Source: an optimization exercise on an open RTL-to-GDS flow (aim: small area and few clock cycles). Production flows keep margins and buffers that such runs may drop.
The RTL was checked by simulation tests, not by an equivalence proof against the original design.
Power is estimated from default activity; no workload was simulated.

==> inputs of job 3095 <==
Design i2cc_top, start of the top module:
module i2cc_top (
    input  wire        clk,
    input  wire        rst,
    input  wire        host_req,
    input  wire        host_we,
    input  wire [10:0] host_addr,
    input  wire [31:0] host_wdata,
    output reg  [31:0] host_rdata,
    output reg         host_err,
    output wire        irq,
    output wire        bus_req,
    output reg  [2:0]  bus_act,
    output reg  [7:0]  bus_data,
    input  wire        bus_done,
    input  wire [1:0]  bus_resp,
    input  wire        bus_rx_valid,
    input  wire [7:0]  bus_rx_data
);
clock: 10.0 ns
lec_check: 0
cap_margin: 30
core_margin: 2
core_utilization: 50
place_density: 0.7
setup_slack_margin: 0.2
slew_margin: 30
standard.sh (not shown) runs the stock make flow with config.mk's settings and CLKGATE_MAP_FILE= SYNTH_SCRIPT=/design/flow/synth_recipe.tcl, a recipe that flattens the netlist after the stock synthesis.
==> flow/flow/run.sh <==
#!/bin/bash
set -euo pipefail
HERE=$(pwd)
python3 - "$HERE" <<'PY'
import sys, re, os, shlex
here = sys.argv[1]
flow_home = os.environ["FLOW_HOME"]
# ORFS's synth.tcl with its abc call given our script
s = open(os.path.join(flow_home, "scripts", "synth.tcl")).read()
old = "log_cmd abc {*}$abc_args"
assert s.count(old) == 1, "abc call not found in synth.tcl"
s = s.replace(old, "log_cmd abc -script %s/flow/abc.script {*}[lrange $abc_args 2 end]" % here)
open(os.path.join(here, "synth_abc.tcl"), "w").write(s)
# The standard flow's synthesis script, sourcing that copy
b = open(os.path.join(here, "synth_recipe.tcl")).read()
old = "source $::env(SCRIPTS_DIR)/synth.tcl"
assert b.count(old) == 1, "synth.tcl not sourced by synth_recipe.tcl"
open(os.path.join(here, "own_synth.tcl"), "w").write(b.replace(old, "source %s/synth_abc.tcl" % here))
# standard.sh with that synthesis script and our placement and CTS settings
t = open(os.path.join(here, "standard.sh")).read()
args = " ".join(open(os.path.join(here, "flow", "cts_args.txt")).read().split())
extra = " ".join(shlex.quote(x) for x in [
    "SYNTH_SCRIPT=%s/own_synth.tcl" % here,
    "CTS_ARGS=" + args,
    "POST_GLOBAL_PLACE_TCL=%s/flow/post_gp.tcl" % here])
t2, n = re.subn(r"SYNTH_SCRIPT=\S+", lambda m: extra, t)
assert n == 1, "SYNTH_SCRIPT not found in standard.sh"
open(os.path.join(here, "own_standard.sh"), "w").write(t2)
PY
bash own_standard.sh synth > synth.log 2>&1
bash own_standard.sh > layout.log 2>&1
==> flow/flow/abc.script <==
strash
&get -n
&st
&deepsyn -T 60
&dch -f
&nf
&put
==> flow/flow/cts_args.txt <==
-sink_clustering_enable -repair_clock_nets -sink_clustering_size 20 -sink_clustering_max_diameter 80 -buf_list sky130_fd_sc_hd__clkbuf_16 -dont_use_dummy_load
==> flow/flow/post_gp.tcl <==
# After timing-driven global placement: drop the buffers it added (and the
# port buffers), then buffer the ports again. The later repair steps add back
# the buffers that slew, capacitance and timing need.
remove_buffers
buffer_ports
==> inputs of job 2456, as changes to job 3095 <==
==> flow/flow/run.sh (replaced) <==
#!/bin/bash
set -euo pipefail
HERE=$(pwd)
python3 - "$HERE" <<'PY'
import sys, re, os, shlex
here = sys.argv[1]
flow_home = os.environ["FLOW_HOME"]
# ORFS's synth.tcl with its abc call given our script
s = open(os.path.join(flow_home, "scripts", "synth.tcl")).read()
old = "log_cmd abc {*}$abc_args"
assert s.count(old) == 1, "abc call not found in synth.tcl"
s = s.replace(old, "log_cmd abc -script %s/flow/abc.script {*}[lrange $abc_args 2 end]" % here)
open(os.path.join(here, "synth_abc.tcl"), "w").write(s)
# The standard flow's synthesis script, sourcing that copy
b = open(os.path.join(here, "synth_recipe.tcl")).read()
old = "source $::env(SCRIPTS_DIR)/synth.tcl"
assert b.count(old) == 1, "synth.tcl not sourced by synth_recipe.tcl"
open(os.path.join(here, "own_synth.tcl"), "w").write(b.replace(old, "source %s/synth_abc.tcl" % here))
# standard.sh, with that synthesis script
t = open(os.path.join(here, "standard.sh")).read()
t2, n = re.subn(r"SYNTH_SCRIPT=\S+", "SYNTH_SCRIPT=%s/own_synth.tcl" % here, t)
assert n == 1, "SYNTH_SCRIPT not found in standard.sh"
open(os.path.join(here, "own_standard.sh"), "w").write(t2)
# standard.sh, with our clock tree synthesis arguments
args = " ".join(open(os.path.join(here, "flow", "cts_args.txt")).read().split())
t3, n = re.subn(r"SYNTH_SCRIPT=\S+", lambda m: m.group(0) + " " + shlex.quote("CTS_ARGS=" + args), t)
assert n == 1
open(os.path.join(here, "cts_standard.sh"), "w").write(t3)
PY
bash own_standard.sh synth > synth.log 2>&1
bash standard.sh place > place.log 2>&1
bash cts_standard.sh cts > cts.log 2>&1
bash standard.sh > route.log 2>&1
==> flow/config.mk (replaced) <==
export PLATFORM = sky130hd
export DESIGN_NAME = i2cc_top
export DESIGN_NICKNAME = i2cc_top
export VERILOG_FILES = /design/flow/design.v
export SDC_FILE = /design/flow/constraint.sdc
export NUM_CORES = 8
export LEC_CHECK = 0
export CAP_MARGIN = 20
export CORE_MARGIN = 2
export CORE_UTILIZATION = 50
export GPL_TIMING_DRIVEN = 0
export PLACE_DENSITY = 0.7
export SETUP_SLACK_MARGIN = 0.1
export SLEW_MARGIN = 20
removed: flow/flow/post_gp.tcl
==> inputs of job 7903, as changes to job 3095 <==
--- a/flow/design.v
+++ b/flow/design.v
@@ -62,13 +62,13 @@
     reg        rsp_valid;
     reg [7:0]  dbuf  [0:DBS-1];
     reg [7:0]  txbuf [0:MAXC-1];
     reg [7:0]  rxbuf [0:RXS-1];
     reg [7:0]  undo  [0:RXS-1];       
     localparam [4:0] S_IDLE = 5'd0, S_DEC = 5'd1, S_CRC = 5'd2, S_MAR = 5'd3,
-                     S_UNM = 5'd4, S_UNF = 5'd5, S_WAKE = 5'd6, S_WR = 5'd7,
+                     S_UNM = 5'd4, S_WAKE = 5'd6, S_WR = 5'd7,
                      S_RSW = 5'd8, S_GAP = 5'd9, S_RC = 5'd10, S_RB = 5'd11,
                      S_RF = 5'd12, S_BW = 5'd13, S_BR = 5'd14, S_RSY = 5'd15,
                      S_FIN = 5'd16, S_RF0 = 5'd17;
     localparam [2:0] G_WR = 3'd0, G_WAKE = 3'd1, G_RSW = 3'd2,
                      G_RC = 3'd4, G_RB = 3'd5;
     localparam [4:0] E_IDLE = 5'd0, E_START = 5'd1, E_ADW = 5'd2, E_WAH = 5'd3,
@@ -177,18 +177,17 @@
         end
     end
     wire       mar_port  = mar_act && j_data;
     wire       fetch_w   = !e_read && (es == E_WAL || es == E_DATA) && (bp != e_n[6:0]) &&
                            (!mar_act || (bp < j));
     wire       fetch_ok  = fetch_w && grant;
-    wire       a_fetch   = (es == E_WAL || es == E_DATA) && (!mar_act || (bp < j));
     wire [6:0] j_m7      = j - 7'd7;
     reg        e_atx;
     reg  [5:0] e_aidx;
     always @* begin
-        if (a_fetch) begin
+        if (fetch_w) begin
             e_atx = 1'b1; e_aidx = bp[5:0];
         end else if (mar_act) begin
             e_atx = 1'b0; e_aidx = j_m7[5:0];
         end else begin
             e_atx = c_src[0]; e_aidx = j[5:0];
         end
@@ -250,13 +249,13 @@
             3'd3: f_hdr = f_p1[15:8];
             3'd4: f_hdr = f_p1[7:0];
             3'd5: f_hdr = f_p2[15:8];
             default: f_hdr = f_p2[7:0];
         endcase
     end
-    wire       mar_go   = mar_act && (!mar_port || (grant && !a_fetch));
+    wire       mar_go   = mar_act && (!mar_port || (grant && !fetch_w));
     wire [7:0] mar_byte = (j < 7'd7) ? f_hdr : j_data ? pa :
                           j_crc0 ? crc_acc[15:8] : crc_acc[7:0];
     wire       mar_last = j_last;
     wire       rx_in    = (es == E_RD) && bus_rx_valid;
     wire       rx_wr    = rx_in && !bp[6];
     wire [6:0] bp_nx    = (rx_in && bp != 7'h7F) ? bp + 7'd1 : bp;
@@ -291,13 +290,13 @@
             8'h90: st_code = 4'd11;
             default: st_code = 4'd14;
         endcase
     end
     wire       unm_exec = (st == S_RB);
     wire [7:0] unm_n    = unm_exec ? rb0 : rx_len;
-    wire       unm_crc  = (crc_acc != 16'd0);
+    wire       unm_crc  = unm_exec ? (crc_acc != 16'd0) : (crc_next != 16'd0);
     wire       unm_fce  = !unm_exec && (rb0 != rx_len);
     wire [7:0] unm_res  = unm_crc ? R_CRC : unm_fce ? R_FCE :
                           (st_code == 4'd0) ? R_OK : (st_code == 4'd14) ? R_UNK : R_DEV;
     wire       unm_good = !unm_crc && !unm_fce;
     wire [5:0] w_idx  = !busy ? host_addr[7:2] : rx_in ? bp[5:0] : rest_act ? rest_t[5:0] : j[5:0];
     wire [7:0] w_dtx  = !busy ? host_wdata[7:0] : mar_byte;
@@ -578,21 +577,20 @@
                         result <= R_OK; phase <= P_IDLE; done <= 1'b1; st <= S_IDLE;
                     end
                 end
                 S_UNM: begin
                     crc_acc <= crc_next;
                     j <= j + 7'd1;
-                    if ({1'b0, j} + 8'd1 == rx_len) st <= S_UNF;
-                end
-                S_UNF: begin
-                    result <= unm_res;
-                    if (unm_good) begin
-                        rsp_valid <= 1'b1; rsp_dlen <= unm_n - 8'd4; rsp_code <= st_code;
-                        rsp_status <= rxbuf[1];
+                    if ({1'b0, j} + 8'd1 == rx_len) begin
+                        result <= unm_res;
+                        if (unm_good) begin
+                            rsp_valid <= 1'b1; rsp_dlen <= unm_n - 8'd4; rsp_code <= st_code;
+                            rsp_status <= rxbuf[1];
+                        end
+                        phase <= P_IDLE; done <= 1'b1; st <= S_IDLE;
                     end
-                    phase <= P_IDLE; done <= 1'b1; st <= S_IDLE;
                 end
                 S_WAKE: begin
                     if (e_fin) begin
                         if (c_op == 4'h8) begin
                             result <= R_OK; phase <= P_IDLE; done <= 1'b1; st <= S_IDLE;
                         end else begin
==> flow/run.sh (new file) <==
#!/bin/bash
# synth_recipe.tcl (not shown) runs the flow's synth.tcl, then flattens the netlist and writes it again
# the make line also repeats each setting of config.mk as NAME=value (left out here)
make -C /OpenROAD-flow-scripts/flow DESIGN_CONFIG=/design/flow/config.mk WORK_HOME=/design/flow/orfs CLKGATE_MAP_FILE= SYNTH_SCRIPT=/design/flow/synth_recipe.tcl finish
==> flow/config.mk (replaced) <==
export PLATFORM = sky130hd
export DESIGN_NAME = i2cc_top
export DESIGN_NICKNAME = i2cc_top
export VERILOG_FILES = /design/flow/design.v
export SDC_FILE = /design/flow/constraint.sdc
export NUM_CORES = 8
export LEC_CHECK = 0
export CAP_MARGIN = 20
export CORE_MARGIN = 2
export CORE_UTILIZATION = 25
export PLACE_DENSITY = 0.45
export SETUP_SLACK_MARGIN = 0.2
export SLEW_MARGIN = 20
removed: flow/flow/run.sh
removed: flow/flow/abc.script
removed: flow/flow/cts_args.txt
removed: flow/flow/post_gp.tcl
removed: flow/standard.sh
==> run summary <==
metric	job 2456	job 7903	job 3095
Met3 wire len	62.0 mm	55.7 mm	62.6 mm
Post-Syn Nets	6019	7253	6019
Part of the cycle the worst path needs	101%	96.5%	98.3%
Starting utilization of the core area	50.3%	25.1%	50.3%
Repair and plain buffers	377	996	297
Register clock-pin slew on the reported worst setup and hold paths	0.08 ns	0.06 ns	0.08 ns
M1 GR Usage	47.8%	37.1%	56.2%
Worst R2R Start	j[1]$_SDFF_PP0_	cmd[0]$_DFFE_PP_	j[2]$_SDFF_PP0_
Maximum net fanout on the critical path	20	35	11
Number of antenna violations at the first check in global routing	27	59	23
Met1 Routed Length	117 mm	230 mm	137 mm
Total number of multi-input combinational cells	3466	4284	3466
Placed wire-length estimate after detailed placement	241 mm	406 mm	265 mm
Post-route design area	103000 um2	121000 um2	104000 um2
DR WL/cell	40.3 um	41.0 um	43.9 um
Die boundary width	427 um	629 um	427 um
Area post-placement	99200 um2	112000 um2	99600 um2
Worst setup path startpoint	host_addr[10]	cmd[0]$_DFFE_PP_	host_addr[10]
Number of clock buffer instances in the layout	143	349	147
Largest stage delay on the critical path	0.95 ns	0.91 ns	0.78 ns
Part of the total power dissipated in sequential elements	60.3%	46.6%	59.7%
Post-cts repair resize count	2	6	0
Footprint of the multi-input gates	22400 um2	28300 um2	23200 um2
Total combinational power	1.55 mW	2.16 mW	1.60 mW
Run status	finished with violations	complete, no violations	complete, no violations
Violated checks	setup timing	-	-
Slack of the worst reg-to-reg path	-0.02 ns	0.35 ns	0.41 ns
Testbench counts of job 3095, summed over its fixed seeds: cycles 107,415.
Testbench counts of job 2456, summed over its fixed seeds: cycles 107,415.
Testbench counts of job 7903, summed over its fixed seeds: cycles 107,398.

==> what the ideal ports hide <==
Ports are ideal in the flow. The routed layouts listed here were re-timed in OpenROAD.
Step 1 sets driving cells, clkbuf_16 on the clock port and buf_2 on the other inputs (assumed; they add their load-dependent delay and slew).
Step 2 times the ports against the registers' clock, not the clock port: input delays grow and output delays shrink by t, the midpoint of the rising clock arrivals with the driver on.
a / b / c = no drivers / after step 1 / after step 2; a / b = the first two.
| run | t (ns) | setup slack, ns | worst setup path at the end |
|---|---|---|---|
| job 3095 | 0.901 | 0.175 / 0.229 / -0.672 | input to register |
| job 2456 | 0.887 | -0.148 / -0.091 / -0.979 | input to register |
| job 7903 | 1.025 | 0.352 / 0.352 / -0.395 | input to register |
With both steps, setup timing fails in job 3095 and job 7903, where it was met with ideal ports. The setup slack of job 3095, which loses most, moves by +0.054 ns with the drivers and by -0.847 ns with both steps.
